This is an optimization exercise on Yosys and OpenROAD, whose aim is small area, not a production implementation.
In this exercise RTL edits were held to simulation tests only and were not proved equivalent to the original.
Power is estimated from default activity; no workload was simulated.

## north
==> flow/design.v <==
module osdp_crc16_byte (
    input  wire [15:0] crc_in,
    input  wire [7:0]  data,
    output wire [15:0] crc_out,
    output wire [7:0]  x
);
    assign x = crc_in[15:8] ^ data;
    wire [7:0] y = {x[7:4], x[3:0] ^ x[7:4]};
    assign crc_out = {crc_in[7:0], 8'h00} ^ {y[3:0], 12'h000} ^ {3'b000, y, 5'b00000} ^ {8'h00, y};
endmodule
module osdp_frame_core (
    input  wire        clk,
    input  wire        rst,             
    input  wire        rx_valid,
    input  wire [7:0]  rx_data,
    input  wire        rx_error,
    output wire        rx_ready,
    output wire        buf_we,
    output wire [10:0] buf_addr,
    output wire [7:0]  buf_wdata,
    output reg  [7:0]  addr,
    output reg  [15:0] len,
    output reg  [7:0]  ctrl,
    output reg  [7:0]  cmd,
    output reg  [15:0] trailer,
    output wire        crc_mode,
    output reg         valid,
    output wire        poll_ack,
    output wire        frame_ready,
    output wire [2:0]  status,
    output reg         mcause,
    output wire        frame_done,
    output wire        malformed,
    output wire        transport_fault
);
    localparam [7:0]  SOM     = 8'h53;
    localparam [15:0] CRC_SOM = 16'h8B66;
    reg [10:0] idx;        
    reg [7:0]  aux;        
    reg [15:0] crc;
    reg        fault;
    reg        held;       
    reg        bad_hdr;    
    reg        pulse;      
    assign frame_done      = pulse && held && !fault;
    assign malformed       = pulse && bad_hdr && !fault;
    assign transport_fault = pulse && fault;
    assign crc_mode    = ctrl[2];
    assign poll_ack    = !cmd[7] && cmd[6] && (cmd[4:0] == 5'd0);
    assign frame_ready = held;
    assign status      = fault   ? 3'd4 :
                         bad_hdr ? 3'd3 :
                         held    ? {1'b0, !valid, valid} : 3'd0;
    assign rx_ready = !fault;
    wire take  = !rst && !rx_error && rx_valid && !fault;
    wire hunt  = (idx == 11'd0);
    wire som   = (rx_data == SOM);
    assign buf_we    = take && (!hunt || som);
    assign buf_addr  = idx;
    assign buf_wdata = rx_data;
    wire hdr   = (idx[10:3] == 8'd0);
    wire pre5  = hdr && (idx[2:0] < 3'd5);       
    wire at5   = hdr && (idx[2:0] == 3'd5);
    wire [10:0] cy2;                   
    assign cy2[0] = 1'b0;
    assign cy2[1] = 1'b1;
    genvar g;
    generate
        for (g = 2; g < 11; g = g + 1) begin : g_cy
            assign cy2[g] = cy2[g-1] & idx[g-1];
        end
    endgenerate
    wire [10:0] idx1 = {idx[10:1] ^ (cy2[10:1] & {10{idx[0]}}), !idx[0]};
    wire [10:0] idx2 = {idx[10:1] ^ cy2[10:1], idx[0]};
    wire pen   = (idx2 == len[10:0]);            
    wire len_bad = (len[15:3] == 13'd0 && len[2:0] != 3'd7) ||
                   (len > 16'd1440);
    wire len7crc = (len == 16'd7) && ctrl[2];
    wire hdr_bad = len_bad || len7crc;
    wire fin   = take && pulse && !hunt;
    wire malf  = take && at5 && hdr_bad;
    wire [15:0] crc_upd;
    wire [7:0]  crc_x;
    osdp_crc16_byte u_crc (
        .crc_in  (crc),
        .data    (rx_data),
        .crc_out (crc_upd),
        .x       (crc_x)
    );
    wire aux_rx = hunt || (ctrl[2] && !pre5);
    wire [7:0] sum_a = aux & {8{!aux_rx}};
    wire [8:0] sum_c;
    wire [7:0] sum_next;
    assign sum_c[0] = 1'b0;
    genvar k;
    generate
        for (k = 0; k < 8; k = k + 1) begin : g_sum
            assign sum_next[k] = sum_a[k] ^ rx_data[k] ^ sum_c[k];
            assign sum_c[k+1]  = (sum_a[k] & rx_data[k]) | (sum_a[k] & sum_c[k]) |
                                 (rx_data[k] & sum_c[k]);
        end
    endgenerate
    wire crc_match = (crc_x == 8'h00) && (crc[7:0] == aux);
    wire sum_match = (sum_next == 8'h00);
    wire match     = ctrl[2] ? crc_match : sum_match;
    wire [7:0] rxm  = rx_data & {8{!rst}};
    wire       crc_keep = ctrl[2] && !rst;
    always @(posedge clk) begin
        if (rst || fin || malf)
            idx <= 11'd0;
        else if (buf_we)
            idx <= idx1;
        if (buf_we) begin
            aux <= sum_next;
            if (hunt || pre5 || !pen)
                crc <= hunt ? CRC_SOM : crc_upd;
        end
        if (rst || (take && hdr && idx[2:0] == 3'd1)) addr      <= rxm;
        if (rst || (take && hdr && idx[2:0] == 3'd2)) len[7:0]  <= rxm;
        if (rst || (take && hdr && idx[2:0] == 3'd3)) len[15:8] <= rxm;
        if (rst || (take && hdr && idx[2:0] == 3'd4)) ctrl      <= rxm;
        if (rst || (take && hdr && idx[2:0] == 3'd5)) cmd       <= rxm;
        if (rst || fin) begin
            trailer <= {rxm & {8{ctrl[2]}}, crc_keep ? aux : rxm};
            valid   <= match && !rst;
        end
        if (rst)
            mcause <= 1'b0;
        else if (malf)
            mcause <= !len_bad;
        if (rst)
            fault <= 1'b0;
        else if (rx_error)
            fault <= 1'b1;
        if (rst || (take && hunt && som))
            held <= 1'b0;
        else if (fin)
            held <= 1'b1;
        if (rst || (take && hunt && som))
            bad_hdr <= 1'b0;
        else if (malf)
            bad_hdr <= 1'b1;
        if (rst || fault || (hunt && !rx_error))
            pulse <= 1'b0;
        else if (rx_error)
            pulse <= 1'b1;
        else if (take)
            pulse <= pulse || (at5 && hdr_bad) || (!pre5 && pen);
    end
endmodule
export LEC_CHECK = 0
export CAP_MARGIN = 20
export CORE_AREA = 2 2 98 98
export DIE_AREA = 0 0 100 100
export SLEW_MARGIN = 20
create_clock -name core_clock -period 5.0 [get_ports {clk}]
standard.sh (not shown) runs the stock make flow with config.mk's settings and CLKGATE_MAP_FILE= SYNTH_SCRIPT=/design/flow/synth_recipe.tcl, a recipe that flattens the netlist after the stock synthesis.
==> flow/flow/run.sh <==
#!/bin/bash
# The standard ORFS layout (standard.sh, standard synthesis unchanged) with
# three layout settings passed through the environment:
#  * buffer_ports puts the smallest buffer (buf_1) on each input and output port;
#  * clock tree built from clkbuf_8 cells, without dummy loads;
#  * after global routing, non-critical cells are downsized (RECOVER_POWER).
# The whole make run's output is kept in standard_flow.log; ORFS keeps each
# step's log under orfs/logs/.
set -euo pipefail
export BUFFER_PORTS_ARGS="-buffer_cell sky130_fd_sc_hd__buf_1"
export CTS_ARGS="-sink_clustering_enable -repair_clock_nets -sink_clustering_size 25 -buf_list sky130_fd_sc_hd__clkbuf_8 -dont_use_dummy_load"
export RECOVER_POWER=100
bash standard.sh > standard_flow.log 2>&1
Input-level comparison between south and north:
- swapping 2 2 98 98 for 2 2 113.055 113.055 in CORE_AREA
- swapping 0 0 100 100 for 0 0 115.055 115.055 in DIE_AREA
--- outcome ---
Re least setup slack across all paths after layout: south is 74 ps up on north. For north, the critical path's slowest cell was nor4_4, unlike south, where it was fa_1. The flow did not stop early for south: all stages ran, and the layout cleared the timing, design-rule and antenna checks. The sum of met2 wire segment lengths after detailed routing reported for south is greater than that of north by 17%. Taking north as the reference, in south proportion of power drawn by the clock network up 0.3 points; portion of the clock cycle consumed by the worst path in the final layout went down. Looking at global-route layer with the greatest usage, the met1 result is from north; the met2 one comes from south. From north to south the numbers moved as follows: pin count of the biggest net entering global routing has increased, filler cell count in the final layout up 45%, area growth from synthesis to final layout moved up, clock-cell share of area neither gained nor lost much, final standard cell area without fillers climbed about 0.64%. north → south: final period demand of the worst path down 74 ps; tightest hold margin up 3.2 ps.
Setup changes, south to east
- a change of CORE_AREA from 2 2 113.055 113.055 to 2 2 104 104
- a change of DIE_AREA from 0 0 115.055 115.055 to 0 0 106 106
- east: no failed stages, no open violations at the end
- Number of placement rows (east vs. south) decreases by a little under 10%
- The lower final setup slack of the worst path came out of east.
- Compared with south, east improves clock power.
Edits applied to the flow inputs when going from east to west:
- CORE_AREA: 2 2 104 104 -> 2 2 113.055 113.055
- DIE_AREA: 0 0 106 106 -> 0 0 115.055 115.055
==> flow/flow/run.sh <==
#!/bin/bash
# The standard ORFS layout (standard.sh, standard synthesis unchanged) with
# three layout settings passed through the environment:
#  * buffer_ports puts the smallest buffer (buf_1) on each input and output port;
#  * clock tree built from clkbuf_8 cells, without dummy loads;
# The whole make run's output is kept in standard_flow.log; ORFS keeps each
# step's log under orfs/logs/.
set -euo pipefail
export BUFFER_PORTS_ARGS="-buffer_cell sky130_fd_sc_hd__buf_1"
export CTS_ARGS="-sink_clustering_enable -repair_clock_nets -sink_clustering_size 25 -buf_list sky130_fd_sc_hd__clkbuf_8 -dont_use_dummy_load"
bash standard.sh > standard_flow.log 2>&1
==> comparison <==
Row met2 usage: west lower / east higher. Re cell area after synthesis: no difference whatsoever between west and east. Going from east to west, non-clock buffer count climbed 1; maximum clock frequency climbed about 0.56%. Status: sequential power parity (west, east). Against east, west comes in 30 ps lower on signal arrival time at the worst endpoint. Against east, west comes in 0.5 points higher on clock group share of total power. Looking only at total power, and setting everything else aside, the higher value of west and east goes to west. Lower maximum resistive drop on vdd goes to west over east.

========
osdp_frame_core, a different RTL version from the one above (not shown whole).
Size in the first run: about 410 cells after synthesis, roughly 100 flip-flops, about 100 I/O pins.
Design osdp_frame_core, start of the top module:
module osdp_frame_core (
    input  wire        clk,
    input  wire        rst,             
    input  wire        rx_valid,
    input  wire [7:0]  rx_data,
    input  wire        rx_error,
    output wire        rx_ready,
    output wire        buf_we,
    output wire [10:0] buf_addr,
    output wire [7:0]  buf_wdata,
    output reg  [7:0]  addr,
    output reg  [15:0] len,
    output reg  [7:0]  ctrl,
    output reg  [7:0]  cmd,
    output reg  [15:0] trailer,
    output wire        crc_mode,
    output reg         valid,
    output wire        poll_ack,
    output wire        frame_ready,
    output wire [2:0]  status,
    output reg         mcause,
    output reg         frame_done,
    output reg         malformed,
    output reg         transport_fault
);
    localparam [7:0]  SOM     = 8'h53;
    localparam [15:0] CRC_SOM = 16'h8B66;
    reg [10:0] idx;        
    reg [7:0]  aux;        
    reg [15:0] crc;
    reg        last;       
    reg        fault;
    reg        held;       
    reg        bad_hdr;    
  ...
export LEC_CHECK = 0
export CAP_MARGIN = 20
export CORE_MARGIN = 2
export CORE_UTILIZATION = 40
export SLEW_MARGIN = 20
create_clock -name core_clock -period 5.0 [get_ports {clk}]
==> flow/flow/run.sh <==
#!/bin/bash
set -euo pipefail
export BUFFER_PORTS_ARGS="-buffer_cell sky130_fd_sc_hd__buf_1"
export CTS_ARGS="-sink_clustering_enable -repair_clock_nets -sink_clustering_size 25 -sink_buffer_max_cap_derate 1.0 -buf_list sky130_fd_sc_hd__clkbuf_8 -dont_use_dummy_load"
export RECOVER_POWER=100
bash standard.sh > standard_flow.log 2>&1
The first run ran to the end with no violations.
Change:
==> flow/flow/run.sh (replaced) <==
#!/bin/bash
set -euo pipefail
export BUFFER_PORTS_ARGS="-buffer_cell sky130_fd_sc_hd__buf_1"
export CTS_ARGS="-sink_clustering_enable -repair_clock_nets -sink_clustering_size 50 -sink_clustering_max_diameter 200 -buf_list sky130_fd_sc_hd__clkbuf_8 -dont_use_dummy_load"
export RECOVER_POWER=100
bash standard.sh > standard_flow.log 2>&1
Routed wire length is unchanged. Final area does not change. Combinational power is about the same. Core utilization does not change.

static timing again, ports no longer ideal:
Ports are ideal in the flow. The routed layouts listed here were re-timed in OpenROAD. Step 1: set_driving_cell puts a clkbuf_16 on clk and a buf_2 on each other input, an assumption about the parent block. Step 2, shift: input delay + t, output delay - t, t = (earliest + latest rising clock arrival at the registers) / 2. This alone moves slack from input paths to output paths. Three values: no drivers, after step 1, after step 2; two values: the first two.
run | shift t [ns] | slack for setup (ns) | worst setup path at the end | latest minus earliest clock arrival (ns) | worst data-port slew with drivers (ns)
north | 0.381 | 0.331 / 0.330 / 0.330 | register to register | 0.025 / 0.025 | 0.04
south | 0.392 | 0.404 / 0.404 / 0.334 | input to register | 0.039 / 0.039 | 0.04
east | 0.389 | 0.359 / 0.358 / 0.268 | input to register | 0.023 / 0.023 | 0.04
west | 0.394 | 0.384 / 0.384 / 0.384 | register to register | 0.038 / 0.039 | 0.03
the first run of note 2 | 0.386 | 1.097 / 1.094 / 0.726 | input to register | 0.025 / 0.026 | 0.03
the second run of note 2 | 0.386 | 1.097 / 1.094 / 0.726 | input to register | 0.025 / 0.026 | 0.03
After both steps setup and hold are still met in every run listed.
